This design comes from an exercise in tuning for small area and a short achievable clock period on the open sky130 flow, not from production work.
Where RTL was checked, it was by simulation tests only, not by an equivalence proof against the original.
Function not checked in run 4: the RTL went through the layout flow alone.
No activity file was given, so power comes from the tool's default toggle rates.

==> design.v <==
module ahrs_crc16 (
    input  wire [15:0] crc_in,
    input  wire [7:0]  data,
    output reg  [15:0] crc_out
);
    integer i;
    reg [15:0] t;
    always @(*) begin
        t = crc_in ^ {data, 8'h00};
        for (i = 0; i < 8; i = i + 1) begin
            if (t[15])
                t = {t[14:0], 1'b0} ^ 16'h1021;
            else
                t = {t[14:0], 1'b0};
        end
        crc_out = t;
    end
endmodule
module ahrs_parser (
    input  wire        clk,
    input  wire        rst,
    input  wire        feed,         
    input  wire        preset,       
    input  wire [7:0]  data,         
    output wire        done,         
    output wire        wr_angle,     
    output wire [1:0]  wr_field,     
    output wire        wr_status,    
    output wire [31:0] acc_q         
);
    localparam [3:0] S_SYNC0  = 4'd0,
                     S_SYNC1  = 4'd1,
                     S_SYNC2  = 4'd2,
                     S_SYNC3  = 4'd3,
                     S_COMPID = 4'd4,
                     S_STATUS = 4'd5,
                     S_CRC0   = 4'd6,
                     S_CRC1   = 4'd7,
                     S_ANG0   = 4'd8,
                     S_ANG1   = 4'd9,
                     S_ANG2   = 4'd10,
                     S_ANG3   = 4'd11;
    localparam [15:0] CRC_PREAMBLE = 16'h7982;    
    reg [3:0]  st;
    reg [15:0] crc;
    reg [3:0]  seen;      
    reg [1:0]  fld;
    reg [31:0] acc;
    wire [31:0] value = {acc[23:0], data};
    assign acc_q = acc;
    wire [15:0] crc_next;
    ahrs_crc16 u_crc (.crc_in(crc), .data(data), .crc_out(crc_next));
    wire       in_sync = (st[3:2] == 2'b00);
    wire [7:0] ang_exp = value[30:23];
    wire       ang_bad = (ang_exp == 8'hFF) ||
                         (ang_exp == 8'h00 && value[22:0] != 23'd0);
    reg       id_known;
    reg [1:0] id_k;
    always @(*) begin
        id_known = 1'b1;
        id_k     = 2'd0;
        case (data)
            8'h05:   id_k = 2'd0;
            8'h18:   id_k = 2'd1;
            8'h19:   id_k = 2'd2;
            8'h4F:   id_k = 2'd3;
            default: id_known = 1'b0;
        endcase
    end
    wire done_d = (st == S_CRC1) && crc[7:0] == 8'h00 && data == crc[15:8];
    assign wr_field  = fld;
    assign wr_angle  = feed && st == S_ANG3 && !ang_bad;
    assign wr_status = feed && st == S_STATUS;
    assign done      = feed && done_d;
    wire [3:0] st_after = (seen == 4'b1111) ? S_CRC0 : S_COMPID;
    reg [3:0] st_feed;
    always @(*) begin
        case (st)
            S_SYNC0, S_SYNC1, S_SYNC2, S_SYNC3: begin
                if (data == (st == S_SYNC0 ? 8'h00 : st == S_SYNC1 ? 8'h17 :
                             st == S_SYNC2 ? 8'h05 : 8'h04))
                    st_feed = st + 4'd1;
                else if (data == 8'h00)
                    st_feed = S_SYNC1;
                else
                    st_feed = S_SYNC0;
            end
            S_COMPID: begin
                if (!id_known || seen[id_k])
                    st_feed = S_SYNC0;
                else
                    st_feed = (id_k == 2'd3) ? S_STATUS : S_ANG0;
            end
            S_ANG0, S_ANG1, S_ANG2: st_feed = st + 4'd1;
            S_ANG3:   st_feed = ang_bad ? S_SYNC0 : st_after;
            S_STATUS: st_feed = st_after;
            S_CRC0:   st_feed = S_CRC1;
            default:  st_feed = S_SYNC0;
        endcase
    end
    always @(posedge clk) begin
        if (rst || preset)
            st <= S_SYNC0;
        else if (feed)
            st <= st_feed;
    end
    always @(posedge clk) begin
        if (feed) begin
            acc <= value;
            crc <= in_sync ? CRC_PREAMBLE : crc_next;
            if (in_sync)
                seen <= 4'b0;
            else if (st == S_COMPID && id_known)
                seen[id_k] <= 1'b1;
            if (st == S_COMPID)
                fld <= id_k;
        end
    end
endmodule
module ahrs_tbuf (
    input  wire       clk,
    input  wire       rst,
    input  wire       offer,
    input  wire       update,
    output wire [2:0] write_oh,
    output wire [2:0] read_oh,
    output wire       took        
);
    reg [2:0] w_oh, c_oh, r_oh;
    reg       new_f;
    assign write_oh = w_oh;
    assign read_oh  = r_oh;
    assign took     = update & (offer | new_f);
    wire       swap_n = update & new_f;
    wire [2:0] c_n    = swap_n ? r_oh : c_oh;
    wire [2:0] r_n    = swap_n ? c_oh : r_oh;
    wire [2:0] c_y    = update ? r_oh : w_oh;
    wire [2:0] r_y    = update ? w_oh : r_oh;
    always @(posedge clk) begin
        if (rst) begin
            w_oh  <= 3'b001;
            c_oh  <= 3'b010;
            r_oh  <= 3'b100;
            new_f <= 1'b0;
        end else begin
            w_oh  <= offer ? c_oh : w_oh;
            c_oh  <= offer ? c_y : c_n;
            r_oh  <= offer ? r_y : r_n;
            new_f <= offer ? !update : (new_f & !update);
        end
    end
endmodule
module ahrs_store (
    input  wire        clk,
    input  wire        rst,
    input  wire [2:0]  write_oh,    
    input  wire        wr_angle,
    input  wire [1:0]  wr_field,    
    input  wire        wr_status,
    input  wire [31:0] wr_value,    
    output wire [103:0] slot0,      
    output wire [103:0] slot1,
    output wire [103:0] slot2,
    output wire [11:0]  written     
);
    reg [31:0] yaw    [0:2];
    reg [31:0] pitch  [0:2];
    reg [31:0] roll   [0:2];
    reg [7:0]  status [0:2];
    reg [3:0]  valid  [0:2];    
    reg pend_angle, pend_status;
    always @(posedge clk) begin
        pend_angle  <= wr_angle  && !rst;
        pend_status <= wr_status && !rst;
    end
    integer i;
    always @(posedge clk) begin
        for (i = 0; i < 3; i = i + 1) begin
            if (pend_angle && write_oh[i]) begin
                case (wr_field)
                    2'd0:    yaw[i]   <= wr_value;
                    2'd1:    pitch[i] <= wr_value;
                    default: roll[i]  <= wr_value;
                endcase
            end
            if (pend_status && write_oh[i])
                status[i] <= wr_value[7:0];
        end
    end
    always @(posedge clk) begin
        for (i = 0; i < 3; i = i + 1) begin
            if (rst) begin
                valid[i] <= 4'b0;
            end else begin
                if (pend_angle && write_oh[i]) begin
                    case (wr_field)
                        2'd0:    valid[i][0] <= 1'b1;
                        2'd1:    valid[i][1] <= 1'b1;
                        default: valid[i][2] <= 1'b1;
                    endcase
                end
                if (pend_status && write_oh[i])
                    valid[i][3] <= 1'b1;
            end
        end
    end
    assign slot0 = {status[0], roll[0], pitch[0], yaw[0]};
    assign slot1 = {status[1], roll[1], pitch[1], yaw[1]};
    assign slot2 = {status[2], roll[2], pitch[2], yaw[2]};
    assign written = {valid[2], valid[1], valid[0]};
endmodule
module ahrs_rx (
    input  wire        clk,
    input  wire        rst,
    input  wire        p_valid,
    input  wire [31:0] p_cmd,
    output reg         p_resp_valid,
    output reg         p_resp_err,
    output wire [31:0] p_resp_val,
    input  wire        c_valid,
    input  wire [31:0] c_cmd,
    output reg         c_resp_valid,
    output reg         c_resp_err,
    output reg  [31:0] c_resp_val
);
    localparam [7:0] OPC_CRC_UPDATE   = 8'h01,
                     OPC_FEED         = 8'h10,
                     OPC_PARSER_RESET = 8'h11,
                     OPC_OFFER        = 8'h20,
                     OPC_UPDATE       = 8'h21,
                     OPC_GET_PITCH    = 8'h30,
                     OPC_GET_YAW      = 8'h31,
                     OPC_GET_ROLL     = 8'h32,
                     OPC_GET_STATUS   = 8'h33;
    wire [7:0]  p_opc   = p_cmd[31:24];
    wire [15:0] p_arg16 = p_cmd[23:8];
    wire [7:0]  p_arg8  = p_cmd[7:0];
    wire [7:0]  c_opc   = c_cmd[31:24];
    wire [15:0] c_arg16 = c_cmd[23:8];
    wire [7:0]  c_arg8  = c_cmd[7:0];
    wire p_crc    = p_valid && p_opc == OPC_CRC_UPDATE;
    wire p_feed   = p_valid && p_opc == OPC_FEED         && p_arg16 == 16'h0;
    wire p_preset = p_valid && p_opc == OPC_PARSER_RESET && p_arg16 == 16'h0 && p_arg8 == 8'h0;
    wire p_offer  = p_valid && p_opc == OPC_OFFER        && p_arg16 == 16'h0 && p_arg8 == 8'h0;
    wire p_legal  = p_crc || p_feed || p_preset || p_offer;
    wire c_noarg  = c_arg16 == 16'h0 && c_arg8 == 8'h0;
    wire c_crc    = c_valid && c_opc == OPC_CRC_UPDATE;
    wire c_update = c_valid && c_opc == OPC_UPDATE     && c_noarg;
    wire c_gp     = c_valid && c_opc == OPC_GET_PITCH  && c_noarg;
    wire c_gy     = c_valid && c_opc == OPC_GET_YAW    && c_noarg;
    wire c_gr     = c_valid && c_opc == OPC_GET_ROLL   && c_noarg;
    wire c_gs     = c_valid && c_opc == OPC_GET_STATUS && c_noarg;
    wire c_legal  = c_crc || c_update || c_gp || c_gy || c_gr || c_gs;
    wire [15:0] p_crc_out, c_crc_out;
    ahrs_crc16 u_pcrc (.crc_in(p_arg16), .data(p_arg8), .crc_out(p_crc_out));
    ahrs_crc16 u_ccrc (.crc_in(c_arg16), .data(c_arg8), .crc_out(c_crc_out));
    wire        feed_done;
    wire        wr_angle, wr_status;
    wire [1:0]  wr_field;
    wire [31:0] wr_value;
    ahrs_parser u_parser (
        .clk(clk), .rst(rst),
        .feed(p_feed), .preset(p_preset), .data(p_arg8),
        .done(feed_done),
        .wr_angle(wr_angle), .wr_field(wr_field),
        .wr_status(wr_status), .acc_q(wr_value)
    );
    wire [2:0] write_oh, read_oh;
    wire       took;
    ahrs_tbuf u_tbuf (
        .clk(clk), .rst(rst),
        .offer(p_offer || feed_done),
        .update(c_update),
        .write_oh(write_oh), .read_oh(read_oh),
        .took(took)
    );
    wire [103:0] slot0, slot1, slot2;
    wire [11:0]  written;
    ahrs_store u_store (
        .clk(clk), .rst(rst),
        .write_oh(write_oh),
        .wr_angle(wr_angle), .wr_field(wr_field),
        .wr_status(wr_status), .wr_value(wr_value),
        .slot0(slot0), .slot1(slot1), .slot2(slot2), .written(written)
    );
    wire [3:0] rok0 = {4{read_oh[0]}} & written[3:0];
    wire [3:0] rok1 = {4{read_oh[1]}} & written[7:4];
    wire [3:0] rok2 = {4{read_oh[2]}} & written[11:8];
    wire [31:0] rd_yaw    = ({32{rok0[0]}} & slot0[31:0])   | ({32{rok1[0]}} & slot1[31:0])   | ({32{rok2[0]}} & slot2[31:0]);
    wire [31:0] rd_pitch  = ({32{rok0[1]}} & slot0[63:32])  | ({32{rok1[1]}} & slot1[63:32])  | ({32{rok2[1]}} & slot2[63:32]);
    wire [31:0] rd_roll   = ({32{rok0[2]}} & slot0[95:64])  | ({32{rok1[2]}} & slot1[95:64])  | ({32{rok2[2]}} & slot2[95:64]);
    wire [7:0]  rd_status = ({8{rok0[3]}}  & slot0[103:96]) | ({8{rok1[3]}}  & slot1[103:96]) | ({8{rok2[3]}}  & slot2[103:96]);
    reg [31:0] rd_field;
    always @(*) begin
        case (c_opc[1:0])
            2'd0:    rd_field = rd_pitch;
            2'd1:    rd_field = rd_yaw;
            2'd2:    rd_field = rd_roll;
            default: rd_field = {24'h0, rd_status};
        endcase
    end
    wire c_get = c_gp || c_gy || c_gr || c_gs;
    wire [15:0] p_val = ({16{p_crc}} & p_crc_out) | {15'h0, feed_done};
    wire [31:0] c_val = ({32{c_get}} & rd_field) |
                        {16'h0, {16{c_crc}} & c_crc_out} |
                        {31'h0, took};
    reg  [15:0] p_val_q;
    always @(posedge clk) begin
        if (rst) begin
            p_resp_valid <= 1'b0;
            c_resp_valid <= 1'b0;
        end else begin
            p_resp_valid <= p_valid;
            c_resp_valid <= c_valid;
        end
        p_resp_err <= p_valid && !p_legal;
        p_val_q    <= p_val;
        c_resp_err <= c_valid && !c_legal;
        c_resp_val <= c_val;
    end
    assign p_resp_val = {16'h0, p_val_q};
endmodule
==> flow/run.sh <==
#!/bin/bash
# The standard layout, with the port buffers made from the plain buffer
# (sky130_fd_sc_hd__buf_2) instead of the cell buffer_ports picks by itself.
set -euo pipefail
export BUFFER_PORTS_ARGS="-buffer_cell sky130_fd_sc_hd__buf_2"
bash standard.sh finish > standard.log 2>&1
==> standard.sh <==
#!/bin/bash
# synth_recipe.tcl (not shown) runs the flow's synth.tcl, then flattens the netlist and writes it again
# the make line also repeats each setting of config.mk as NAME=value (left out here)
make -C /OpenROAD-flow-scripts/flow DESIGN_CONFIG=/design/flow/config.mk WORK_HOME=/design/flow/orfs CLKGATE_MAP_FILE= SYNTH_SCRIPT=/design/flow/synth_recipe.tcl "${@:-finish}"
==> config.mk <==
export PLATFORM = sky130hd
export DESIGN_NAME = ahrs_rx
export DESIGN_NICKNAME = ahrs_rx
export VERILOG_FILES = /design/flow/design.v
export SDC_FILE = /design/flow/constraint.sdc
export NUM_CORES = 4
export LEC_CHECK = 0
export CAP_MARGIN = 20
export CORE_MARGIN = 2
export CORE_UTILIZATION = 60
export CTS_CLUSTER_DIAMETER = 80
export CTS_CLUSTER_SIZE = 30
export PLACE_DENSITY = 0.7
export SETUP_SLACK_MARGIN = 3.9
export SLEW_MARGIN = 20
==> constraint.sdc <==
create_clock -name core_clock -period 6.5 [get_ports {clk}]
set_input_delay 1.3000 -clock core_clock [delete_from_list [all_inputs] [get_ports {clk}]]
set_output_delay 1.3000 -clock core_clock [all_outputs]
set_load 0.01 [all_outputs]
==> results of run 1 <==
[worst reg2reg max path, cell delays in order, from the launching register on]
cell and delay [ns]:
dfxtp_1 0.57, and2b_2 0.28, nand4b_1 0.17, nor4_4 0.45
buf_4 0.19, o21ai_4 0.10, o31a_1 0.26, o211a_1 0.11
[registers in the layout, indices dropped and copies added (netlist names), 4 cells and up]
signal	cells
u_store.status	24
u_parser.crc	16
p_val_q	16
u_store.valid	12
u_parser.st	4
u_parser.seen	4
u_store.roll	96
c_resp_val	32
u_parser.acc	32
u_store.pitch	96
u_store.yaw	96
[cell usage in the layout, fill, tap and decap left out, types with 14 or more instances in the layout]
cell / synthesis / routed
a31oi_1: 14 / 14
a311oi_1: 23 / 23
a211oi_1: 33 / 31
and2_1: 25 / 18
nor2_1: 80 / 80
nor4_1: 24 / 16
buf_4: 16 / 31
a22oi_1: 75 / 75
edfxtp_1: 366 / 366
conb_1: 1 / 16
dfxtp_1: 80 / 80
nand2_1: 105 / 103
clkbuf_16: 0 / 19
xnor2_1: 50 / 46
a22o_1: 34 / 34
a21oi_1: 52 / 52
buf_2: 10 / 104
[worst max-delay path by stage]
| stage | startpoint | end | slack, ns | depth (start not counted) |
|---|---|---|---|---|
| 2_1_floorplan | p_cmd[17] | u_parser.st[0] | 3.23 | 7 |
| 3_3_place_gp | p_cmd[18] | u_parser.st[0] | 2.65 | 8 |
| 3_5_place_dp | p_cmd[18] | u_parser.st[2] | 2.57 | 7 |
| 4_1_cts | p_cmd[12] | u_parser.seen[1] | 3.81 | 5 |
| 5_1_grt | p_cmd[5] | u_parser.st[1] | 3.82 | 7 |
| 6_report | p_cmd[31] | u_parser.seen[0] | 3.89 | 5 |
[layer usage]
| metal | vias up | routed length, µm | GRT usage | part of all wire |
|---|---|---|---|---|
| li1 | 4918 | - | - | - |
| met5 | - | 0 | 0 | 0 |
| met4 | 0 | 977 | 0.0781 | 0.023 |
| met1 | 5386 | 17200 | 0.390 | 0.41 |
| met2 | 548 | 19900 | 0.450 | 0.48 |
| met3 | 69 | 3740 | 0.0403 | 0.089 |
[power by group through the flow]
| stage | Clock, W | Sequential, W | Combinational [W] |
|---|---|---|---|
| finish | 0.00143 | 0.00304 | 0.000221 |
| global route | 0.00154 | 0.00305 | 0.000238 |
| CTS | 0.00144 | 0.00304 | 0.000210 |
| detailed placement | 0 | 0.00311 | 0.000201 |
| global placement | 0 | 0.00311 | 0.000201 |
| floorplan | 0 | 0.00311 | 0.000137 |
[layout make-up]
cell class                 count  area, µm²  area share
timing repair buffer         154       1010      0.0518
sequential                   446      12600       0.643
clock inverter                 4       53.8     0.00275
timing repair inverter         4       30.0     0.00153
clock buffer                  30        517      0.0264
inverter                      11       45.0     0.00230
tap                          384        480      0.0245
multi-input combinational    709       4850       0.248
[timing repair]
action | 4_1_cts | 5_1_grt
endpoints found under the setup margin | 96 | 50
resized for setup | 40 | 22
hold endpoints to repair | 0 | 0
pin swaps | 11 | 13
gates cloned | 5 | 0
buffers inserted | 9 | 11
[per-stage QoR]
step	hold WS (ns)	worst slack (ns)	cell area, µm²
4_1_cts	0.465	3.81	19400
6_report	0.462	3.89	19600
2_1_floorplan	0.432	3.23	17700
3_5_place_dp	0.447	2.57	18500
5_1_grt	0.481	3.82	19600
3_3_place_gp	0.438	2.65	18500
[cells by family (layout without fill, tap and decap cells)]
logic type | Yosys count | after routing | synth area share
XOR/XNOR | 67 | 67 | 0.0353
flip-flops | 446 | 446 | 0.720
buffers and inverters | 97 | 203 | 0.0258
multiplexers | 4 | 4 | 0.00229
adder cells (fa/ha/maj) | 4 | 4 | 0.00286
other | 1 | 16 | 0.000214
AO/OA/AOI/OAI | 295 | 295 | 0.122
AND/OR/NAND/NOR | 322 | 323 | 0.0922
==> flow_summary.toml, run 1 <==
[critical_path]
worstPathRequired_ns = 6.72
timing.rr.start = "u_parser.st[2]"
crit_slowest_cell = "or4_4"
path_cells = "buf_6 > nor4_4 > nand3b_1 > or4_4 > a211oi_4"
rr_worst_depth = 7
path_delay_family = "simple AND/OR/NAND/NOR gates"
rrSetupSlack_ns = 4.25
arrival_ns = 2.83
cp_max_fo = 5
worst_r2r_endpoint = "u_tbuf.c_oh[2]"
start_kind = "input port"
cp.buffers_inverters = 1
crit_path_max_incr_delay_ns = 0.62
end_kind = "register"
crit_type = "in -> reg"

[power]
combPwrFrac = 0.047
clkPwrFrac = 0.304
seqPwrFrac = 0.649
finalPower_w = 0.00469
peakVddDrop_mv = 0.191
powerDensity_mw_per_mm2 = 240
switching_power_w = 0.000980
swShare = 0.209
p_int_w = 0.00371
total_leakage_power_nw = 6.34

[synthesis]
synth_top_flop_cell = "edfxtp_1"
synth_top_cell_by_area = "edfxtp_1"
yosys.area.top_type_share = 0.628
synthArstFlopShare = 0
ys_warn_count = 10
syn_area_per_cell_um2 = 14.2
synth.area.top_cells = "edfxtp_1 63%, dfxtp_1 9.2%, a22oi_1 3.2%"
yosys.cell_count.top_type = "edfxtp_1"
ys_seq_area_frac = 0.720
syn_inst = 1236
synth_cell_type_count = 68
netlist_area_mm2 = 0.0175
ys_seq_elements = 446
synth_common_cells = "366 x edfxtp_1, 105 x nand2_1, 80 x dfxtp_1, 80 x nor2_1, 75 x a22oi_1"
synth_edf_count = 366

[clock_tree]
cts_tree = "built"
cts.path.max_buffers = 3
clock_latency_ns = 0.55
cts-buffers-inserted = 19
clock_sinks = 446
root_buffer = "clkbuf_16"
clkTransAtPathRegs_ns = 0.10
hold_buffers = 0
htree_levels = 1

[grt]
grt-ovfl-total = 0
grt_max_degree = 44
grt_pass1_wl_um = 63400
grt_pass1_vias = 10712
antenna_found_initial = 0
grt_usage = 0.275

[die]
coreArea_mm2 = 0.0287
fp.dieH_um = 175
io_pins = 136
rows = 62
chipWidth_um = 175
die-area_mm2 = 0.0305
start_util = 0.610

[cells_and_area]
stdcell_count = 1742
nets = 1417
drive_above_1_share = 0.182
fill_cells = 2060
final_util = 0.682
antennaDiodeCount = 0
area.growth.synth_to_final_pct = 11.9

[outcome]
status = "finished clean"

[place]
port_buffers = 119
dpl.cell_count = 1683
place_congestion = 0.907
dp_hpwl_um = 24300

[sta]
rsz0062_at_grt = "yes"
post-route-period-util = 0.402
setup_viol_count_final = 0
hold_viol = 0
fmax_mhz = 383
tns_ns = 0
tightestPinTransition_ns = 1.12
skew_ns = 0.0185
slew_viol_final = 0
maxSlewHeadroom = 0.254
period_minus_slack_ns = 2.61

[min_path]
hold_depth = 2
min_from = "u_tbuf.c_oh[2]"
min_path_type = "reg -> reg"
whs_endpoint = "u_tbuf.w_oh[2]"

[drt]
wl_um = 41800
drt_iter0_markers = 1167
avgRoutedWirePerCell_um = 24.0
drc = 0
vias = 10921
viasPerCell = 6.27
drt_first_pass_iters = 5
drt.antenna.violating_nets = 0

[job]
drv_cap = 0
==> run 2, diff against run 1 <==
--- a/config.mk
+++ b/config.mk
@@ -11,5 +11,5 @@
 export CTS_CLUSTER_DIAMETER = 80
 export CTS_CLUSTER_SIZE = 30
 export PLACE_DENSITY = 0.7
-export SETUP_SLACK_MARGIN = 3.9
+export SETUP_SLACK_MARGIN = 4.2
 export SLEW_MARGIN = 20
==> flow_summary.toml, run 2 <==
[outcome]
status = "finished clean"

[sta]
post-route-period-util = 0.406
maxSlewHeadroom = 0.291
fmax_mhz = 379
period_minus_slack_ns = 2.64
tns_ns = 0
tightestPinTransition_ns = 1.06
rsz0062_at_grt = "yes"
slew_viol_final = 0
hold_viol = 0
setup_viol_count_final = 0
skew_ns = 0.0273

[grt]
grt_pass1_wl_um = 64100
grt-ovfl-total = 0
grt_pass1_vias = 10717
grt_max_degree = 63
grt_usage = 0.276
antenna_found_initial = 0

[synthesis]
synth_edf_count = 366
synth_top_flop_cell = "edfxtp_1"
synthArstFlopShare = 0
syn_inst = 1236
synth.area.top_cells = "edfxtp_1 63%, dfxtp_1 9.2%, a22oi_1 3.2%"
netlist_area_mm2 = 0.0175
synth_cell_type_count = 68
synth_common_cells = "366 x edfxtp_1, 105 x nand2_1, 80 x dfxtp_1, 80 x nor2_1, 75 x a22oi_1"
yosys.cell_count.top_type = "edfxtp_1"
yosys.area.top_type_share = 0.628
syn_area_per_cell_um2 = 14.2
ys_warn_count = 10
ys_seq_elements = 446
ys_seq_area_frac = 0.720
synth_top_cell_by_area = "edfxtp_1"

[drt]
vias = 11039
drt_iter0_markers = 1038
drt_first_pass_iters = 5
viasPerCell = 6.27
wl_um = 42900
drc = 0
avgRoutedWirePerCell_um = 24.4
drt.antenna.violating_nets = 0

[cells_and_area]
final_cell_mix = "366 x edfxtp_1, 95 x nand2_1, 83 x buf_2, 75 x a22oi_1, 62 x dfxtp_1"
area.sequential_mm2 = 0.0126
drive_above_1_share = 0.251
final_common_cell = "edfxtp_1"
largestRegisters = "u_store.pitch: 96 flops, u_store.roll: 96 flops, u_store.yaw: 96 flops"
antennaDiodeCount = 0
stdcell_count = 1760
multi_input_area_mm2 = 0.00530
nets = 1436
fill_cells = 1908
area.growth.synth_to_final_pct = 17.3

[critical_path]
timing.rr.start = "u_tbuf.r_oh[0]"
end_kind = "register"
start_kind = "input port"
rr_worst_depth = 6
crit_slowest_cell = "or4_4"
crit_type = "in -> reg"
arrival_ns = 2.92
crit_path_max_incr_delay_ns = 0.57
cp_max_fo = 5
worst_r2r_endpoint = "c_resp_val[29]"
cp.buffers_inverters = 5
cp_common_cell = "buf_12"
rrSetupSlack_ns = 4.29
path_delay_family = "simple AND/OR/NAND/NOR gates"
worstPathRequired_ns = 6.78
path_cells = "buf_6 > nor4_4 > nand3b_1 > or4_4 > clkinvlp_4 > buf_12 > buf_12 > buf_16"

[die]
fp.dieH_um = 175
chipWidth_um = 175
die-area_mm2 = 0.0305
rows = 62
io_pins = 136
start_util = 0.610
coreArea_mm2 = 0.0287

[clock_tree]
hold_buffers = 0
cts.path.max_buffers = 3
clkTransAtPathRegs_ns = 0.11
root_buffer = "clkbuf_16"
cts_tree = "built"
htree_levels = 1
clock_latency_ns = 0.54
clock_sinks = 446
cts-buffers-inserted = 19

[job]
drv_cap = 0

[power]
total_leakage_power_nw = 6.66
peakVddDrop_mv = 0.292
swShare = 0.211
p_int_w = 0.00371
clkPwrFrac = 0.302
seqPwrFrac = 0.647
switching_power_w = 0.000993
powerDensity_mw_per_mm2 = 229
combPwrFrac = 0.052

[min_path]
min_from = "u_store.valid[1][2]"
min_path_type = "reg -> reg"
hold_depth = 1
whs_endpoint = "u_store.valid[1][2]"

[place]
dpl.cell_count = 1683
place_congestion = 0.923
port_buffers = 119
dp_hpwl_um = 24000
## run 2: logic make-up (layout without fill, tap and decap cells)
| kind of cell | after synthesis | after routing | share of synthesized area |
|---|---|---|---|
| compound gates | 295 | 295 | 0.122 |
| xor+xnor | 67 | 67 | 0.0353 |
| fa+ha+maj | 4 | 4 | 0.00286 |
| buf+inv | 97 | 221 | 0.0258 |
| flops | 446 | 446 | 0.720 |
| mux | 4 | 4 | 0.00229 |
| other cells | 1 | 16 | 0.000214 |
| simple gates | 322 | 323 | 0.0922 |
## run 2: final cells by class
class                   count  area share
clock buffers              28      0.0248
multi-input cells         709       0.258
well taps                 384      0.0234
flip-flops and latches    446       0.615
inverters                  11     0.00219
repair buffers            177      0.0740
clock inverters             5     0.00274
## run 2: power by group through the flow
| stage | registers [W] | clock network (W) | logic, W |
|---|---|---|---|
| after detailed placement | 0.00311 | 0 | 0.000208 |
| after global routing | 0.00305 | 0.00152 | 0.000260 |
| after global placement | 0.00311 | 0 | 0.000209 |
| after floorplan | 0.00311 | 0 | 0.000146 |
| final | 0.00304 | 0.00142 | 0.000243 |
| after CTS | 0.00304 | 0.00143 | 0.000224 |
## run 2: stage by stage
step / power, W / utilization / setup slack (ns) / area [µm²] / hold slack [ns]
CTS: 0.00470 / 0.694 / 3.84 / 19900 / 0.469
global route: 0.00483 / 0.715 / 3.82 / 20500 / 0.482
finish: 0.00471 / 0.715 / 3.86 / 20500 / 0.470
detailed placement: 0.00332 / 0.649 / 2.88 / 18600 / 0.445
floorplan: 0.00326 / - / 3.23 / 17900 / 0.432
global placement: 0.00332 / 0.648 / 2.61 / 18600 / 0.438
## run 2: timing repair
item,4_1_cts,5_1_grt
pin swaps,19,26
resized for setup,84,109
buffers inserted,27,10
gates cloned,5,2
endpoints found under the setup margin,128,151
## run 2: layer usage
| layer | track usage | up-vias | wire length [µm] |
|---|---|---|---|
| li1 | - | 4940 | - |
| met1 | 0.403 | 5538 | 17900 |
| met2 | 0.454 | 493 | 20900 |
| met3 | 0.0270 | 68 | 3050 |
| met4 | 0.0688 | 0 | 1130 |
| met5 | 0 | - | 0 |
## run 2: worst max path at each step
stage,startpoint,to,cells past startpoint
finish,p_cmd[31],u_parser.acc[17],8
global route,p_cmd[31],u_parser.acc[9],8
CTS,p_cmd[18],u_parser.st[2],9
detailed placement,p_cmd[18],u_parser.st[1],8
global placement,p_cmd[18],u_parser.st[0],8
floorplan,p_cmd[17],u_parser.st[0],7
==> run 3, diff against run 2 <==
--- a/config.mk
+++ b/config.mk
@@ -7,9 +7,9 @@
 export LEC_CHECK = 0
 export CAP_MARGIN = 20
 export CORE_MARGIN = 2
-export CORE_UTILIZATION = 60
+export CORE_UTILIZATION = 75
 export CTS_CLUSTER_DIAMETER = 80
 export CTS_CLUSTER_SIZE = 30
-export PLACE_DENSITY = 0.7
-export SETUP_SLACK_MARGIN = 4.2
+export PLACE_DENSITY = 0.8
+export SETUP_SLACK_MARGIN = 4.0
 export SLEW_MARGIN = 20
==> flow_summary.toml, run 3 <==
[job]
drv_cap = 0

[drt]
drt_iter0_markers = 1599
vias = 11179
drt.antenna.violating_nets = 0
wl_um = 41100
viasPerCell = 6.70
drt_first_pass_iters = 5
avgRoutedWirePerCell_um = 24.6
drc = 0

[sta]
post-route-period-util = 0.406
rsz0062_at_grt = "yes"
fmax_mhz = 379
slew_viol_final = 0
tns_ns = 0
maxSlewHeadroom = 0.267
hold_viol = 0
skew_ns = 0.0360
period_minus_slack_ns = 2.64
setup_viol_count_final = 0
tightestPinTransition_ns = 1.10

[critical_path]
arrival_ns = 2.92
worst_r2r_endpoint = "c_resp_val[14]"
rrSetupSlack_ns = 4.13
rr_worst_depth = 6
end_kind = "register"
crit_path_max_incr_delay_ns = 0.52
crit_slowest_cell = "or4_4"
path_cells = "buf_2 > nor4_4 > nand4_1 > or4_4 > clkinvlp_4 > buf_6 > clkbuf_16"
timing.rr.start = "u_tbuf.r_oh[2]"
cp_max_fo = 5
cp.buffers_inverters = 4
worstPathRequired_ns = 6.78
path_delay_family = "simple AND/OR/NAND/NOR gates"
start_kind = "input port"
crit_type = "in -> reg"

[grt]
antenna_found_initial = 0
grt-ovfl-total = 0
grt_pass1_vias = 10845
grt_pass1_wl_um = 59900
grt_usage = 0.328
grt_max_degree = 63

[clock_tree]
htree_levels = 1
cts_tree = "built"
clock_latency_ns = 0.56
cts-buffers-inserted = 18
clkTransAtPathRegs_ns = 0.11
root_buffer = "clkbuf_16"
cts.path.max_buffers = 3
clock_sinks = 446

[power]
swShare = 0.202
seqPwrFrac = 0.662
peakVddDrop_mv = 0.261
p_int_w = 0.00367
switching_power_w = 0.000931
total_leakage_power_nw = 6.39
clkPwrFrac = 0.290
powerDensity_mw_per_mm2 = 235
combPwrFrac = 0.048
finalPower_w = 0.00460

[synthesis]
synth_cell_type_count = 68
syn_area_per_cell_um2 = 14.2
synth_top_cell_by_area = "edfxtp_1"
synth_top_flop_cell = "edfxtp_1"
synth_common_cells = "366 x edfxtp_1, 105 x nand2_1, 80 x dfxtp_1, 80 x nor2_1, 75 x a22oi_1"
ys_seq_elements = 446
synthArstFlopShare = 0
yosys.area.top_type_share = 0.628
ys_seq_area_frac = 0.720
synth.area.top_cells = "edfxtp_1 63%, dfxtp_1 9.2%, a22oi_1 3.2%"
syn_inst = 1236
ys_warn_count = 10
netlist_area_mm2 = 0.0175
yosys.cell_count.top_type = "edfxtp_1"
synth_edf_count = 366

[cells_and_area]
drive_above_1_share = 0.189
final_cell_mix = "366 x edfxtp_1, 108 x buf_2, 99 x nand2_1, 80 x dfxtp_1, 78 x nor2_1"
largestRegisters = "u_store.pitch: 96 flops, u_store.roll: 96 flops, u_store.yaw: 96 flops"
nets = 1415
area.growth.synth_to_final_pct = 12.0
antennaDiodeCount = 0
final_common_cell = "edfxtp_1"

[die]
die-area_mm2 = 0.0246
rows = 55
fp.dieH_um = 157
io_pins = 136
coreArea_mm2 = 0.0228
chipWidth_um = 157
start_util = 0.768

[min_path]
min_path_type = "reg -> reg"
whs_endpoint = "u_store.valid[0][3]"
hold_depth = 1
min_from = "u_store.valid[0][3]"

[place]
port_buffers = 119
place_congestion = 0.880
dp_hpwl_um = 23700

[outcome]
status = "finished clean"
run 3: cell counts after synthesis:
No cell type changed its count.
run 3: worst max-delay path by stage:
stage	start	endpoint	slack, ns	cells after the start
6_report	p_cmd[9]	u_parser.acc[16]	3.86	7
2_1_floorplan	p_cmd[17]	u_parser.st[0]	3.23	7
3_5_place_dp	p_cmd[16]	u_parser.st[0]	2.57	9
4_1_cts	p_cmd[16]	u_parser.acc[12]	3.92	7
5_1_grt	p_cmd[6]	u_parser.seen[2]	3.83	6
3_3_place_gp	p_cmd[16]	u_parser.st[0]	2.66	9
run 3: power by group through the flow:
stage / Clock [W] / Sequential [W] / Combinational, W
2_1_floorplan: 0 / 0.00311 / 0.000138
3_3_place_gp: 0 / 0.00311 / 0.000199
3_5_place_dp: 0 / 0.00311 / 0.000200
4_1_cts: 0.00133 / 0.00304 / 0.000210
5_1_grt: 0.00141 / 0.00305 / 0.000236
6_report: 0.00134 / 0.00304 / 0.000221
run 3: layout make-up:
| class | instances | area [µm²] |
|---|---|---|
| sequential | 446 | 12600 |
| multi-input combinational | 708 | 4900 |
| fill | 1100 | 3180 |
| timing repair buffer | 158 | 1140 |
| clock buffer | 30 | 495 |
| tap | 313 | 392 |
| inverter | 11 | 45.0 |
| clock inverter | 2 | 21.3 |
run 3: worst register-to-register path, stage by stage, from the launching register on:
cell and delay (ns):
dfxtp_1 0.51, and2_1 0.53, buf_4 0.41, a211oi_1 0.14, a311oi_1 0.39, nor2_1 0.14, o22ai_1 0.19
run 3: stage by stage:
| stage | std cells | setup WS, ns | cell area [µm²] | utilization | hold WS, ns |
|---|---|---|---|---|---|
| final | 1668 | 3.86 | 19600 | 0.860 | 0.470 |
| after detailed placement | 1613 | 2.57 | 18400 | 0.808 | 0.445 |
| after global placement | 1613 | 2.66 | 18400 | 0.808 | 0.437 |
| after CTS | 1659 | 3.92 | 19300 | 0.847 | 0.470 |
| after global routing | 1668 | 3.83 | 19600 | 0.860 | 0.484 |
| after floorplan | 1251 | 3.23 | 17800 | - | 0.432 |
run 3: metal layers:
layer | up-vias | routed length, µm | global-route usage | share of wire
met1 | 5441 | 15000 | 0.439 | 0.37
met4 | 0 | 1400 | 0.145 | 0.034
met3 | 114 | 4220 | 0.0498 | 0.10
met2 | 728 | 20400 | 0.543 | 0.50
li1 | 4896 | - | - | -
met5 | - | 0 | 0 | 0
run 3: logic make-up (layout without fill, tap and decap cells):
family          count (synthesis)  count (layout)  synth area share
flops                         446             446             0.720
simple gates                  322             322            0.0922
compound gates                295             295             0.122
buf+inv                        97             201            0.0258
xor+xnor                       67              67            0.0353
fa+ha+maj                       4               4           0.00286
mux                             4               4           0.00229
other cells                     1              16          0.000214
run 3: repair_timing:
action                                  in CTS  in global routing
endpoints found under the hold margin        0                  0
cloned                                       2                  4
pin swaps                                    9                  6
setup buffers                               12                  5
endpoints found under the setup margin     101                101
hold buffers                                 0                  0
resized for setup                           41                 41
==> run 4, diff against run 3 <==
--- a/design.v
+++ b/design.v
@@ -72,6 +72,7 @@
     assign wr_angle  = feed && st == S_ANG3 && !ang_bad;
     assign wr_status = feed && st == S_STATUS;
     assign done      = feed && done_d;
+    wire [3:0] seen_set = (st == S_COMPID && id_known) ? (4'b0001 << id_k) : 4'b0000;
     wire [3:0] st_after = (seen == 4'b1111) ? S_CRC0 : S_COMPID;
     reg [3:0] st_feed;
     always @(*) begin
@@ -108,12 +109,8 @@
         if (feed) begin
             acc <= value;
             crc <= in_sync ? CRC_PREAMBLE : crc_next;
-            if (in_sync)
-                seen <= 4'b0;
-            else if (st == S_COMPID && id_known)
-                seen[id_k] <= 1'b1;
-            if (st == S_COMPID)
-                fld <= id_k;
+            seen <= in_sync ? 4'b0 : (seen | seen_set);
+            fld  <= (st == S_COMPID) ? id_k : fld;
         end
     end
 endmodule
--- a/config.mk
+++ b/config.mk
@@ -7,9 +7,9 @@
 export LEC_CHECK = 0
 export CAP_MARGIN = 20
 export CORE_MARGIN = 2
-export CORE_UTILIZATION = 75
+export CORE_UTILIZATION = 60
 export CTS_CLUSTER_DIAMETER = 80
 export CTS_CLUSTER_SIZE = 30
-export PLACE_DENSITY = 0.8
-export SETUP_SLACK_MARGIN = 4.0
+export PLACE_DENSITY = 0.7
+export SETUP_SLACK_MARGIN = 3.9
 export SLEW_MARGIN = 20
==> flow_summary.toml, run 4 <==
[critical_path]
cp.buffers_inverters = 1
crit_type = "in -> reg"
crit_slowest_cell = "or4_4"
crit_path_max_incr_delay_ns = 0.53
path_cells = "buf_6 > or4_4 > or4b_4 > o41ai_4 > nor2_2 > a22o_1 > a31o_1"
worstPathRequired_ns = 6.94
path_delay_family = "simple AND/OR/NAND/NOR gates"
end_kind = "register"
cp_max_fo = 3
start_kind = "input port"
arrival_ns = 3.27

[outcome]
status = "finished clean"

[synthesis]
syn_area_per_cell_um2 = 13.9
yosys.cell_count.top_type = "edfxtp_1"
synth_top_cell_by_area = "edfxtp_1"
synth_common_cells = "366 x edfxtp_1, 133 x nand2_1, 80 x a22oi_1, 80 x dfxtp_1, 67 x clkbuf_1"
ys_seq_elements = 446
synth_edf_count = 366
synth_top_flop_cell = "edfxtp_1"
synthArstFlopShare = 0
ys_warn_count = 10
synth.area.top_cells = "edfxtp_1 63%, dfxtp_1 9.1%, a22oi_1 3.4%"
syn_inst = 1259
yosys.area.top_type_share = 0.627
netlist_area_mm2 = 0.0175
synth_cell_type_count = 62
ys_seq_area_frac = 0.718

[sta]
setup_viol_count_final = 0
hold_viol = 0
period_minus_slack_ns = 2.83
fmax_mhz = 353
rsz0062_at_grt = "yes"
tns_ns = 0
slew_viol_final = 0
maxSlewHeadroom = 0.272
skew_ns = 0.0181
post-route-period-util = 0.436
tightestPinTransition_ns = 1.09

[power]
seqPwrFrac = 0.653
peakVddDrop_mv = 0.183
clkPwrFrac = 0.302
swShare = 0.208
p_int_w = 0.00369
total_leakage_power_nw = 6.42
powerDensity_mw_per_mm2 = 240
combPwrFrac = 0.045
finalPower_w = 0.00466
switching_power_w = 0.000970

[grt]
grt-ovfl-total = 0
grt_max_degree = 34
antenna_found_initial = 0
grt_pass1_wl_um = 65100
grt_usage = 0.281
grt_pass1_vias = 10751

[cells_and_area]
final_cell_mix = "366 x edfxtp_1, 131 x nand2_1, 116 x buf_2, 80 x a22oi_1, 80 x dfxtp_1"
largestRegisters = "u_store.pitch: 96 flops, u_store.roll: 96 flops, u_store.yaw: 96 flops"
drive_above_1_share = 0.182
area.growth.synth_to_final_pct = 10.9
multi_input_area_mm2 = 0.00485
final_common_cell = "edfxtp_1"
nets = 1437
area.sequential_mm2 = 0.0126
antennaDiodeCount = 0
fill_cells = 2100
stdcell_count = 1760

[place]
dpl.cell_count = 1707
port_buffers = 119
dp_hpwl_um = 25700
place_congestion = 0.899

[clock_tree]
clkTransAtPathRegs_ns = 0.11
root_buffer = "clkbuf_16"
cts-buffers-inserted = 19
hold_buffers = 0
htree_levels = 1
cts_tree = "built"
clock_latency_ns = 0.54
cts.path.max_buffers = 3
clock_sinks = 446

[drt]
drt_iter0_markers = 1402
drt_first_pass_iters = 9
drc = 0
vias = 11122
drt.antenna.violating_nets = 0
viasPerCell = 6.32
avgRoutedWirePerCell_um = 24.7
wl_um = 43400

[die]
coreArea_mm2 = 0.0287
io_pins = 136
rows = 62
die-area_mm2 = 0.0306
chipWidth_um = 175
fp.dieH_um = 175
start_util = 0.611

[min_path]
min_path_type = "reg -> reg"

[job]
drv_cap = 0
## run 4: final cells by class
cell class | instances | area share
clock buffer | 29 | 0.0264
clock inverter | 3 | 0.00212
inverter | 14 | 0.00290
multi-input combinational | 730 | 0.250
sequential | 446 | 0.648
tap | 384 | 0.0247
timing repair buffer | 153 | 0.0459
timing repair inverter | 1 | 0.000386
## run 4: power by group through the flow
stage / Combinational [W] / Clock [W] / Sequential, W
floorplan: 0.000130 / 0 / 0.00311
global placement: 0.000196 / 0 / 0.00311
detailed placement: 0.000196 / 0 / 0.00311
CTS: 0.000202 / 0.00142 / 0.00304
global route: 0.000225 / 0.00151 / 0.00305
finish: 0.000210 / 0.00141 / 0.00304
## run 4: per-stage QoR
stage               hold WS, ns  utilization  cell area (µm²)  setup slack, ns
floorplan                 0.432            -            17600             3.21
global placement          0.438        0.642            18400             2.72
detailed placement        0.445        0.642            18400             2.67
CTS                       0.470        0.670            19200             3.57
global route              0.485        0.677            19400             3.61
finish                    0.468        0.677            19400             3.67
## run 4: cells by family (layout without fill, tap and decap cells)
logic type,Yosys count,in the layout,synth area share
multiplexers,12,12,0.00707
buffers and inverters,99,200,0.0258
AO/OA/AOI/OAI,257,257,0.108
other,1,16,0.000214
flip-flops,446,446,0.718
AND/OR/NAND/NOR,374,375,0.105
adder cells (fa/ha/maj),4,4,0.00286
XOR/XNOR,66,66,0.0330
## run 4: final timing paths
kind | end | cells past startpoint | from | slack [ns]
worst min register to register | u_store.valid[2][2] | 1 | u_store.valid[2][2] | 0.47
worst max-delay path | u_parser.st[0] | 7 | p_cmd[25] | 3.67
worst min-delay path | u_store.valid[2][2] | 1 | u_store.valid[2][2] | 0.47
worst max register to register | u_tbuf.c_oh[1] | 7 | u_parser.st[0] | 3.99
## run 4: timing repair
action	4_1_cts	5_1_grt
pin swaps	7	9
gates resized for setup	25	30
gates cloned	1	1
endpoints found under the setup margin	88	90
buffers inserted	12	7
## run 4: metal layers
layer	up-vias	track usage	wire length, µm
met5	-	0	0
met4	0	0.0611	898
met3	73	0.0294	2900
met2	487	0.463	21400
met1	5607	0.413	18200
li1	4955	-	-
==> run 5, diff against run 4 <==
--- a/design.v
+++ b/design.v
@@ -72,7 +72,6 @@
     assign wr_angle  = feed && st == S_ANG3 && !ang_bad;
     assign wr_status = feed && st == S_STATUS;
     assign done      = feed && done_d;
-    wire [3:0] seen_set = (st == S_COMPID && id_known) ? (4'b0001 << id_k) : 4'b0000;
     wire [3:0] st_after = (seen == 4'b1111) ? S_CRC0 : S_COMPID;
     reg [3:0] st_feed;
     always @(*) begin
@@ -109,8 +108,12 @@
         if (feed) begin
             acc <= value;
             crc <= in_sync ? CRC_PREAMBLE : crc_next;
-            seen <= in_sync ? 4'b0 : (seen | seen_set);
-            fld  <= (st == S_COMPID) ? id_k : fld;
+            if (in_sync)
+                seen <= 4'b0;
+            else if (st == S_COMPID && id_known)
+                seen[id_k] <= 1'b1;
+            if (st == S_COMPID)
+                fld <= id_k;
         end
     end
 endmodule
==> flow/run.sh (replaced) <==
#!/bin/bash
# The standard layout, with two changes to the cells it may pick:
# - the port buffers are the plain buffer sky130_fd_sc_hd__buf_2 instead of
#   the cell buffer_ports picks by itself;
# - the slow wide OR gates (or3, or4 and their inverted-input forms) are
#   added to the platform's don't-use list, so synthesis and repair use
#   NAND/NOR trees instead.
set -euo pipefail
export BUFFER_PORTS_ARGS="-buffer_cell sky130_fd_sc_hd__buf_2"
slow=""
for c in or3 or3b or4 or4b or4bb; do
  for s in 1 2 4; do slow="$slow sky130_fd_sc_hd__${c}_${s}"; done
done
export DONT_USE_CELLS="${slow# }"
bash standard.sh finish > standard.log 2>&1
==> flow_summary.toml, run 5 <==
[place]
dp_hpwl_um = 24300
place_congestion = 0.907
place_ws_ns = 2.57
port_buffers = 119

[sta]
fin_ws_ns = 3.89
tightestPinTransition_ns = 1.12
hold_viol = 0
tns_ns = 0
maxSlewHeadroom = 0.254
rsz0062_at_grt = "yes"
slew_viol_final = 0
period_minus_slack_ns = 2.61
setup_viol_count_final = 0
fmax_mhz = 383
post-route-period-util = 0.402
skew_ns = 0.0185
holdWs_ns = 0.462

[drt]
drt.antenna.violating_nets = 0
vias = 10921
wl_um = 41800
viasPerCell = 6.27
avgRoutedWirePerCell_um = 24.0
drt_first_pass_iters = 5
drc = 0
drt_iter0_markers = 1167

[grt]
grt-ovfl-total = 0
busiest_layer = "met2"
grt_pass1_wl_um = 63400
grt_max_degree = 44
antenna_found_initial = 0
grt.met3_usage = 0.0403
gr-usage-met2 = 0.450
grt_usage = 0.275
grt_pass1_vias = 10712
grtUsageMet1 = 0.390

[power]
peakVddDrop_mv = 0.191
finalPower_w = 0.00469
total_leakage_power_nw = 6.34
powerDensity_mw_per_mm2 = 240

[synthesis]
synth_cell_type_count = 68
synthArstFlopShare = 0
syn_area_per_cell_um2 = 14.2
synth_common_cells = "366 x edfxtp_1, 105 x nand2_1, 80 x dfxtp_1, 80 x nor2_1, 75 x a22oi_1"
netlist_area_mm2 = 0.0175
ys_seq_area_frac = 0.720
synth_edf_count = 366
syn_inst = 1236
ys_seq_elements = 446
ys_warn_count = 10
synth_top_flop_cell = "edfxtp_1"
synth.area.top_cells = "edfxtp_1 63%, dfxtp_1 9.2%, a22oi_1 3.2%"
yosys.area.top_type_share = 0.628
yosys.cell_count.top_type = "edfxtp_1"
synth_top_cell_by_area = "edfxtp_1"

[cells_and_area]
drive_above_1_share = 0.182
fill_cells = 2060
area.growth.synth_to_final_pct = 11.9
final_util = 0.682
final_cell_mix = "366 x edfxtp_1, 104 x buf_2, 103 x nand2_1, 80 x nor2_1, 80 x dfxtp_1"
nets = 1417
multi_input_area_mm2 = 0.00485
final_common_cell = "edfxtp_1"
area.sequential_mm2 = 0.0126
antennaDiodeCount = 0
largestRegisters = "u_store.pitch: 96 flops, u_store.roll: 96 flops, u_store.yaw: 96 flops"

[die]
start_util = 0.610
coreArea_mm2 = 0.0287
fp.dieH_um = 175
die-area_mm2 = 0.0305
io_pins = 136
rows = 62
chipWidth_um = 175

[critical_path]
cp_max_fo = 5
start_kind = "input port"
arrival_ns = 2.83
crit_type = "in -> reg"
worstPathRequired_ns = 6.72
end_kind = "register"

[clock_tree]
cts-buffers-inserted = 19
cts.path.max_buffers = 3
root_buffer = "clkbuf_16"
cts_tree = "built"
hold_buffers = 0
clkTransAtPathRegs_ns = 0.10
clock_latency_ns = 0.55
htree_levels = 1
clock_sinks = 446

[min_path]
min_path_type = "reg -> reg"

[job]
drv_cap = 0

[outcome]
status = "finished clean"
==> run 5: changes by cell type after synthesis, moves of 6 or more <==
cell and change:
nand3_1 -27, a31oi_1 +10, clkbuf_1 -11, a21oi_1 +16
nor2b_1 -6, nor2_1 +15, buf_2 +10, nand4_1 -10
a22o_1 +8, nand2_1 -28, nor3_1 -7
==> run 5: cell type report <==
type	count	share of cell area
inverters	11	0.00230
repair buffers	154	0.0518
clock inverters	4	0.00275
well taps	384	0.0245
repair inverters	4	0.00153
clock buffers	30	0.0264
multi-input cells	709	0.248
flip-flops and latches	446	0.643
==> run 5: metal layers <==
layer / vias to the layer above / wire (µm)
met5: - / 0
met4: 0 / 977
met3: 69 / 3740
met2: 548 / 19900
met1: 5386 / 17200
li1: 4918 / -
==> run 5: what timing repair did <==
| item | 4_1_cts | 5_1_grt |
|---|---|---|
| hold endpoints to repair | 0 | 0 |
| endpoints found under the setup margin | 96 | 50 |
| gates cloned | 5 | 0 |
| pin swaps | 11 | 13 |
| resized for setup | 40 | 22 |
| setup buffers | 9 | 11 |
==> run 5: critical path, cell delays in order <==
cell	delay, ns
buf_6	0.10
nor4_4	0.25
nand3b_1	0.22
or4_4	0.62
a211oi_4	0.34
==> run 5: logic make-up (layout without fill, tap and decap cells) <==
kind of cell | after synthesis | after routing | synth area share
XOR/XNOR | 67 | 67 | 0.0353
other | 1 | 16 | 0.000214
adder cells (fa/ha/maj) | 4 | 4 | 0.00286
flip-flops | 446 | 446 | 0.720
AND/OR/NAND/NOR | 322 | 323 | 0.0922
buffers and inverters | 97 | 203 | 0.0258
multiplexers | 4 | 4 | 0.00229
AO/OA/AOI/OAI | 295 | 295 | 0.122
==> run 5: where the power goes <==
group	switching (W)	internal [W]	leakage, nW
Combinational	0.000130	0.0000911	2.12
Sequential	0.000000304	0.00304	3.94
Clock	0.000850	0.000576	0.272
Total	0.000980	0.00371	6.34
==> run 5: final timing paths <==
path / cells after the start / startpoint / to / slack, ns
min: 2 / u_tbuf.c_oh[2] / u_tbuf.w_oh[2] / 0.46
min reg2reg: 2 / u_tbuf.c_oh[2] / u_tbuf.w_oh[2] / 0.46
max reg2reg: 7 / u_parser.st[2] / u_tbuf.c_oh[2] / 4.25
max: 5 / p_cmd[31] / u_parser.seen[0] / 3.89
==> run 5: metrics by stage <==
| stage | cells | instance area [µm²] |
|---|---|---|
| final | 1742 | 19600 |
| after detailed placement | 1683 | 18500 |
| after global placement | 1682 | 18500 |
| after global routing | 1742 | 19600 |
| after floorplan | 1251 | 17700 |
| after CTS | 1731 | 19400 |
==> run 6, diff against run 5 <==
==> flow/run.sh (replaced) <==
#!/bin/bash
# The standard layout, with two changes to the cells it may pick:
# - the port buffers are the plain buffer sky130_fd_sc_hd__buf_2 instead of
#   the cell buffer_ports picks by itself;
# - the slow wide OR gates (or3, or4 and their inverted-input forms) are
#   added to the platform's don't-use list, so synthesis and repair build
#   those functions from NAND/NOR gates instead.
set -euo pipefail
export BUFFER_PORTS_ARGS="-buffer_cell sky130_fd_sc_hd__buf_2"
# the platform's own don't-use list (platforms/sky130hd/config.mk)
dont_use="sky130_fd_sc_hd__probe_p_8 sky130_fd_sc_hd__probec_p_8 sky130_fd_sc_hd__lpflow_bleeder_1"
for s in 1 16 2 4 8; do
  dont_use="$dont_use sky130_fd_sc_hd__lpflow_clkbufkapwr_$s sky130_fd_sc_hd__lpflow_clkinvkapwr_$s"
done
for s in 12 3 4 6 8; do dont_use="$dont_use sky130_fd_sc_hd__lpflow_decapkapwr_$s"; done
dont_use="$dont_use sky130_fd_sc_hd__lpflow_inputiso0n_1 sky130_fd_sc_hd__lpflow_inputiso0p_1"
dont_use="$dont_use sky130_fd_sc_hd__lpflow_inputiso1n_1 sky130_fd_sc_hd__lpflow_inputiso1p_1"
dont_use="$dont_use sky130_fd_sc_hd__lpflow_inputisolatch_1"
for s in 1 16 2 4 8; do dont_use="$dont_use sky130_fd_sc_hd__lpflow_isobufsrc_$s"; done
dont_use="$dont_use sky130_fd_sc_hd__lpflow_isobufsrckapwr_16"
for s in 1 2 4; do
  dont_use="$dont_use sky130_fd_sc_hd__lpflow_lsbuf_lh_hl_isowell_tap_$s sky130_fd_sc_hd__lpflow_lsbuf_lh_isowell_tap_$s"
done
dont_use="$dont_use sky130_fd_sc_hd__lpflow_lsbuf_lh_isowell_4"
# added here
for c in or3 or3b or4 or4b or4bb; do
  for s in 1 2 4; do dont_use="$dont_use sky130_fd_sc_hd__${c}_${s}"; done
done
bash standard.sh "DONT_USE_CELLS=$dont_use" finish > standard.log 2>&1
==> flow_summary.toml, run 6 <==
[sta]
post-route-period-util = 0.409
tns_ns = 0
slew_viol_final = 0
fmax_mhz = 376
tightestPinTransition_ns = 1.12
maxSlewHeadroom = 0.250
rsz0062_at_grt = "yes"
period_minus_slack_ns = 2.66
hold_viol = 0
setup_viol_count_final = 0
skew_ns = 0.0181

[cells_and_area]
final_common_cell = "edfxtp_1"
largestRegisters = "u_store.pitch: 96 flops, u_store.roll: 96 flops, u_store.yaw: 96 flops"
final_area_mm2 = 0.0196
area.growth.synth_to_final_pct = 11.6
nets = 1411
final_util = 0.681
drive_above_1_share = 0.186
antennaDiodeCount = 0
final_cell_mix = "366 x edfxtp_1, 117 x buf_2, 92 x nand2_1, 80 x dfxtp_1, 77 x a22oi_1"

[min_path]
hold_depth = 1
min_path_type = "reg -> reg"

[power]
clkPwrFrac = 0.303
seqPwrFrac = 0.648
switching_power_w = 0.000989
peakVddDrop_mv = 0.266
p_int_w = 0.00371
finalPower_w = 0.00470
combPwrFrac = 0.049
powerDensity_mw_per_mm2 = 240
swShare = 0.210
total_leakage_power_nw = 6.41

[outcome]
status = "finished clean"

[clock_tree]
htree_levels = 1
clock_sinks = 446
cts_tree = "built"
clock_latency_ns = 0.54
hold_buffers = 0
clkTransAtPathRegs_ns = 0.11
cts-buffers-inserted = 19
cts.path.max_buffers = 3
root_buffer = "clkbuf_16"

[drt]
avgRoutedWirePerCell_um = 24.2
wl_um = 41900
viasPerCell = 6.27
drt_iter0_markers = 1170
vias = 10880
drt_first_pass_iters = 6
drc = 0
drt.antenna.violating_nets = 0

[die]
io_pins = 136
chipWidth_um = 175
coreArea_mm2 = 0.0288
die-area_mm2 = 0.0306
start_util = 0.610
fp.dieH_um = 175
rows = 62

[synthesis]
synth_common_cells = "366 x edfxtp_1, 93 x nand2_1, 80 x dfxtp_1"
ys_seq_area_frac = 0.717
yosys.cell_count.top_type = "edfxtp_1"
ys_seq_elements = 446
ys_warn_count = 10
syn_inst = 1231
synth_edf_count = 366
synth_top_cell_by_area = "edfxtp_1"
netlist_area_mm2 = 0.0176
synth_top_flop_cell = "edfxtp_1"
synthArstFlopShare = 0
yosys.area.top_type_share = 0.626
synth_cell_type_count = 68
syn_area_per_cell_um2 = 14.3
synth.area.top_cells = "edfxtp_1 63%, dfxtp_1 9.1%, a22oi_1 3.3%"

[critical_path]
end_kind = "register"
worstPathRequired_ns = 6.95
crit_type = "in -> reg"
arrival_ns = 3.11
start_kind = "input port"
cp_max_fo = 32
rr_worst_depth = 8

[grt]
grt_usage = 0.272
grt_pass1_wl_um = 62500
grt_max_degree = 34
grt-ovfl-total = 0
antenna_found_initial = 1
grt_pass1_vias = 10313

[job]
drv_cap = 0

[place]
place_area_mm2 = 0.0186
port_buffers = 119
place_congestion = 0.861
dp_hpwl_um = 23900
==> run 6: changes by cell type in the layout (fill, tap and decap cells not counted), sizes merged, moves of 4 or more <==
cell / change
nor2b: +4
inv: +6
or4: -5
xnor2: -4
a21oi: +23
clkinvlp: -5
a31oi: +21
nor4b: +4
a311oi: -23
nand2: -10
o31ai: +4
nor4: -5
nor2: -23
==> run 6: power by group through the flow <==
stage / Combinational, W / Sequential (W) / Clock, W
after global placement: 0.000213 / 0.00311 / 0
final: 0.000231 / 0.00304 / 0.00142
after CTS: 0.000220 / 0.00304 / 0.00144
after global routing: 0.000248 / 0.00305 / 0.00153
after floorplan: 0.000137 / 0.00311 / 0
after detailed placement: 0.000212 / 0.00311 / 0
==> run 6: cell type report <==
class	instances	area [µm²]
clock buffer	30	517
clock inverter	4	53.8
fill	2019	9190
inverter	14	68.8
multi-input combinational	703	4970
sequential	446	12600
tap	384	480
timing repair buffer	154	901
timing repair inverter	1	8.76
==> run 6: per-stage QoR <==
step | cells | setup slack, ns | hold slack [ns]
2_1_floorplan | 1246 | 3.68 | 0.432
3_3_place_gp | 1677 | 2.86 | 0.438
3_5_place_dp | 1677 | 2.72 | 0.445
4_1_cts | 1720 | 3.89 | 0.471
5_1_grt | 1736 | 3.79 | 0.494
6_report | 1736 | 3.84 | 0.466
==> run 6: repair_timing <==
item,4_1_cts,5_1_grt
setup endpoints to repair,93,67
gates cloned,2,0
setup buffers,7,16
endpoints found under the hold margin,0,0
pin swaps,6,12
gates resized for setup,11,22
==> run 6: worst max-delay path, cell delays in order <==
cell and delay (ns):
buf_2 0.17, buf_12 0.22, nor2b_4 0.24, nand2b_2 0.15
nor4_4 0.45, o311a_1 0.27, o21ai_0 0.08, a21o_1 0.19
==> run 6: final timing paths <==
check | startpoint | endpoint | slack (ns)
min | u_store.valid[2][2] | u_store.valid[2][2] | 0.47
max reg2reg | u_parser.st[0] | u_parser.st[1] | 4.05
max | c_cmd[24] | u_tbuf.r_oh[2] | 3.84
min reg2reg | u_store.valid[2][2] | u_store.valid[2][2] | 0.47
==> run 6: cell families (layout without fill, tap and decap cells) <==
family / after synthesis / after routing / synth area share
AOI/OAI and AO/OA: 318 / 318 / 0.124
xor gates and xnor gates: 66 / 66 / 0.0346
adders and majority gates: 4 / 4 / 0.00285
buffers and inverters: 97 / 203 / 0.0257
DFF: 446 / 446 / 0.717
muxes: 8 / 8 / 0.00463
other: 1 / 16 / 0.000214
and+or+nand+nor: 291 / 291 / 0.0904
==> run 6: metal layers <==
metal	up-vias	GRT usage	routed length, µm
li1	4902	-	-
met1	5393	0.381	17200
met2	507	0.444	20100
met3	76	0.0455	3360
met4	2	0.0816	1220
met5	-	0	10
==> run 7, diff against run 6 <==
--- a/flow/run.sh
+++ b/flow/run.sh
@@ -2,7 +2,7 @@
 # The standard layout, with two changes to the cells it may pick:
 # - the port buffers are the plain buffer sky130_fd_sc_hd__buf_2 instead of
 #   the cell buffer_ports picks by itself;
-# - the slow wide OR gates (or3, or4 and their inverted-input forms) are
+# - the slow wide gates (or3, or4, nor4, and4 and their inverted-input forms) are
 #   added to the platform's don't-use list, so synthesis and repair build
 #   those functions from NAND/NOR gates instead.
 set -euo pipefail
@@ -23,7 +23,7 @@
 done
 dont_use="$dont_use sky130_fd_sc_hd__lpflow_lsbuf_lh_isowell_4"
 # added here
-for c in or3 or3b or4 or4b or4bb; do
+for c in or3 or3b or4 or4b or4bb nor4 nor4b nor4bb and4 and4b and4bb; do
   for s in 1 2 4; do dont_use="$dont_use sky130_fd_sc_hd__${c}_${s}"; done
 done
 bash standard.sh "DONT_USE_CELLS=$dont_use" finish > standard.log 2>&1
--- a/config.mk
+++ b/config.mk
@@ -11,5 +11,5 @@
 export CTS_CLUSTER_DIAMETER = 80
 export CTS_CLUSTER_SIZE = 30
 export PLACE_DENSITY = 0.7
-export SETUP_SLACK_MARGIN = 3.9
+export SETUP_SLACK_MARGIN = 4.2
 export SLEW_MARGIN = 20
==> flow_summary.toml, run 7 <==
[power]
clkPwrFrac = 0.304
switching_power_w = 0.000981
peakVddDrop_mv = 0.190
combPwrFrac = 0.052
powerDensity_mw_per_mm2 = 235
seqPwrFrac = 0.643
p_int_w = 0.00375
swShare = 0.207
total_leakage_power_nw = 6.61

[synthesis]
synth_common_cells = "366 x edfxtp_1, 157 x nor2_1, 85 x nand2_1"
synth_cell_type_count = 55
yosys.cell_count.top_type = "edfxtp_1"
synth_top_cell_by_area = "edfxtp_1"
synthMuxAreaShare = 0.00285
synth_xor_xnor_area_share = 0.0351
synth_top_family_by_area = "compound AO/OA/AOI/OAI gates"
yosys.area.top_type_share = 0.626
synth.area.top_cells = "edfxtp_1 63%, dfxtp_1 9.1%, a22oi_1 3.4%"
syn_inst = 1281
ys_seq_elements = 446
synth_compound_area_frac = 0.118
netlist_area_mm2 = 0.0175
ys_warn_count = 10
synthArstFlopShare = 0
synth_edf_count = 366
synth-simple-area-share = 0.0987
ys_seq_area_frac = 0.718
synthAdderAreaFrac = 0.00285
synth_top_flop_cell = "edfxtp_1"
syn_area_per_cell_um2 = 13.7

[critical_path]
cp_max_fo = 7
worst_r2r_endpoint = "c_resp_val[15]"
start_kind = "input port"
worstPathRequired_ns = 6.92
timing.rr.start = "u_tbuf.r_oh[1]"
arrival_ns = 2.79
rrSetupSlack_ns = 4.28
end_kind = "register"
rr_worst_depth = 6
crit_type = "in -> reg"

[drt]
avgRoutedWirePerCell_um = 23.3
drc = 0
drt_first_pass_iters = 5
viasPerCell = 6.15
vias = 11091
drt.antenna.violating_nets = 0
wl_um = 42100
drt_iter0_markers = 1185

[cells_and_area]
area.growth.synth_to_final_pct = 15.0
antennaDiodeCount = 0
final_cell_mix = "366 x edfxtp_1, 145 x nor2_1, 83 x nand2_1, 78 x a22oi_1, 77 x buf_2"
largestRegisters = "u_store.pitch: 96 flops, u_store.roll: 96 flops, u_store.yaw: 96 flops"
fill_cells = 1976
drive_above_1_share = 0.214
nets = 1478
final_common_cell = "edfxtp_1"
final_util = 0.701

[grt]
antenna_found_initial = 0
gr-usage-met2 = 0.452
grt-ovfl-total = 0
grt.met3_usage = 0.0265
grt_max_degree = 34
grt_pass1_vias = 10652
grt_pass1_wl_um = 62300
busiest_layer = "met2"
grtUsageMet1 = 0.385
grt_usage = 0.268

[sta]
rsz0062_at_grt = "yes"
hold_viol = 0
period_minus_slack_ns = 2.37
skew_ns = 0.0307
maxSlewHeadroom = 0.314
fmax_mhz = 421
setup_viol_count_final = 0
slew_viol_final = 0
tns_ns = 0
post-route-period-util = 0.365
tightestPinTransition_ns = 1.03

[clock_tree]
clock_sinks = 446
clock_latency_ns = 0.55
clkTransAtPathRegs_ns = 0.11
htree_levels = 1
root_buffer = "clkbuf_16"
cts.path.max_buffers = 3
hold_buffers = 0
cts-buffers-inserted = 19
cts_tree = "built"

[place]
port_buffers = 119
dp_hpwl_um = 24200
place_congestion = 0.881

[job]
drv_cap = 0

[die]
rows = 62
coreArea_mm2 = 0.0288
io_pins = 136
chipWidth_um = 175
die-area_mm2 = 0.0306
fp.dieH_um = 175
start_util = 0.610

[min_path]
min_path_type = "reg -> reg"
min_from = "u_store.valid[2][1]"
hold_depth = 2
whs_endpoint = "u_store.valid[2][1]"

[outcome]
status = "finished clean"
==> run 7: cell types whose count changed in the layout (fill, tap and decap cells not counted), moves of 23 or more <==
| cell | delta |
|---|---|
| buf_6 | +43 |
| a311oi_1 | +23 |
| dfxtp_2 | +28 |
| buf_2 | -40 |
| nor2_1 | +88 |
| dfxtp_1 | -28 |
==> run 7: layout make-up <==
class	instances	area [µm²]	share of cell area
clock buffer	30	537	0.0266
clock inverter	4	45.0	0.00223
inverter	12	61.3	0.00304
multi-input combinational	755	4980	0.247
sequential	446	12600	0.626
tap	384	480	0.0238
timing repair buffer	170	1410	0.0699
timing repair inverter	2	27.5	0.00136
==> run 7: power groups by stage <==
stage / sequential (W) / clock (W) / combinational [W]
floorplan: 0.00311 / 0 / 0.000147
global placement: 0.00311 / 0 / 0.000207
detailed placement: 0.00311 / 0 / 0.000208
CTS: 0.00304 / 0.00145 / 0.000229
global route: 0.00305 / 0.00155 / 0.000265
finish: 0.00304 / 0.00144 / 0.000248
==> run 7: worst max path at each step <==
stage	startpoint	to	slack, ns	cells past startpoint
3_3_place_gp	c_cmd[24]	u_tbuf.r_oh[1]	2.82	9
3_5_place_dp	c_cmd[24]	u_tbuf.r_oh[1]	2.76	9
6_report	p_cmd[4]	u_tbuf.r_oh[1]	4.13	9
2_1_floorplan	p_valid	u_parser.fld[0]	3.75	6
5_1_grt	p_cmd[4]	u_tbuf.r_oh[1]	4.07	9
4_1_cts	c_resp_val[4]	c_resp_val[4]	4.18	1
==> run 7: per-layer routing <==
layer / wire length [µm] / vias to the layer above
li1: - / 5026
met1: 17500 / 5541
met2: 20800 / 477
met3: 3080 / 47
met4: 680 / 0
met5: 0 / -
==> run 7: logic make-up after synthesis <==
logic type               Yosys count
AO/OA/AOI/OAI                    289
flip-flops                       446
other                              1
multiplexers                       5
AND/OR/NAND/NOR                  373
buffers and inverters             96
XOR/XNOR                          67
adder cells (fa/ha/maj)            4
==> run 7: through the flow <==
stage	setup slack (ns)	hold WS (ns)	total power (W)	cell area, µm²	std cells
3_5_place_dp	2.76	0.454	0.00332	18600	1728
3_3_place_gp	2.82	0.441	0.00332	18600	1728
2_1_floorplan	3.75	0.432	0.00326	17900	1296
6_report	4.13	0.474	0.00473	20200	1803
5_1_grt	4.07	0.503	0.00486	20200	1803
4_1_cts	4.18	0.477	0.00472	19700	1788
==> run 7: worst max-delay path: stages <==
cell and delay [ns]:
buf_12 0.12, nor2_4 0.12, nand4_1 0.20, nor3b_2 0.26, a21o_1 0.21, and2_4 0.18
buf_6 0.12, mux2i_1 0.20, a21oi_1 0.09
==> run 7: what timing repair did <==
item,CTS,global route
resized for setup,71,85
buffers inserted,22,14
setup endpoints to repair,120,117
cloned,4,1
pin swaps,21,30

separate check: timing with driven ports:
No port has a modelled driver above. Below, the same layouts with a new extraction and two added sets of constraints. Step 1 (the two cells are an assumption about what drives the block):
set clk [get_ports {clk}]
set_driving_cell -lib_cell sky130_fd_sc_hd__clkbuf_16 $clk
set_driving_cell -lib_cell sky130_fd_sc_hd__buf_2 [delete_from_list [all_inputs] $clk]
Step 2 moves the port delays by t, midway between the first and last clock arrival at a register: inputs arrive t later, outputs are due t later. That takes back most of the time a late clock gives input paths. Three values: ideal, step 1, step 2; two values: the first two.
| run | t (ns) | slack for setup (ns) | hold slack, ns |
|---|---|---|---|
| run 1 | 0.591 | 3.889 / 3.908 / 3.317 | 0.462 / 0.462 / 0.462 |
| run 2 | 0.581 | 3.860 / 3.878 / 3.297 | 0.470 / 0.470 / 0.470 |
| run 3 | 0.586 | 3.860 / 3.869 / 3.283 | 0.470 / 0.470 / 0.470 |
| run 4 | 0.579 | 3.669 / 3.689 / 3.111 | 0.468 / 0.468 / 0.468 |
| run 5 | 0.591 | 3.889 / 3.908 / 3.317 | 0.462 / 0.462 / 0.462 |
| run 6 | 0.583 | 3.839 / 3.865 / 3.282 | 0.466 / 0.466 / 0.466 |
| run 7 | 0.589 | 4.126 / 4.088 / 3.499 | 0.474 / 0.474 / 0.474 |
After both steps setup and hold are still met in every run listed. For run 7, which loses most, drivers alone change the setup slack by -0.038 ns; drivers and shift together by -0.627 ns.
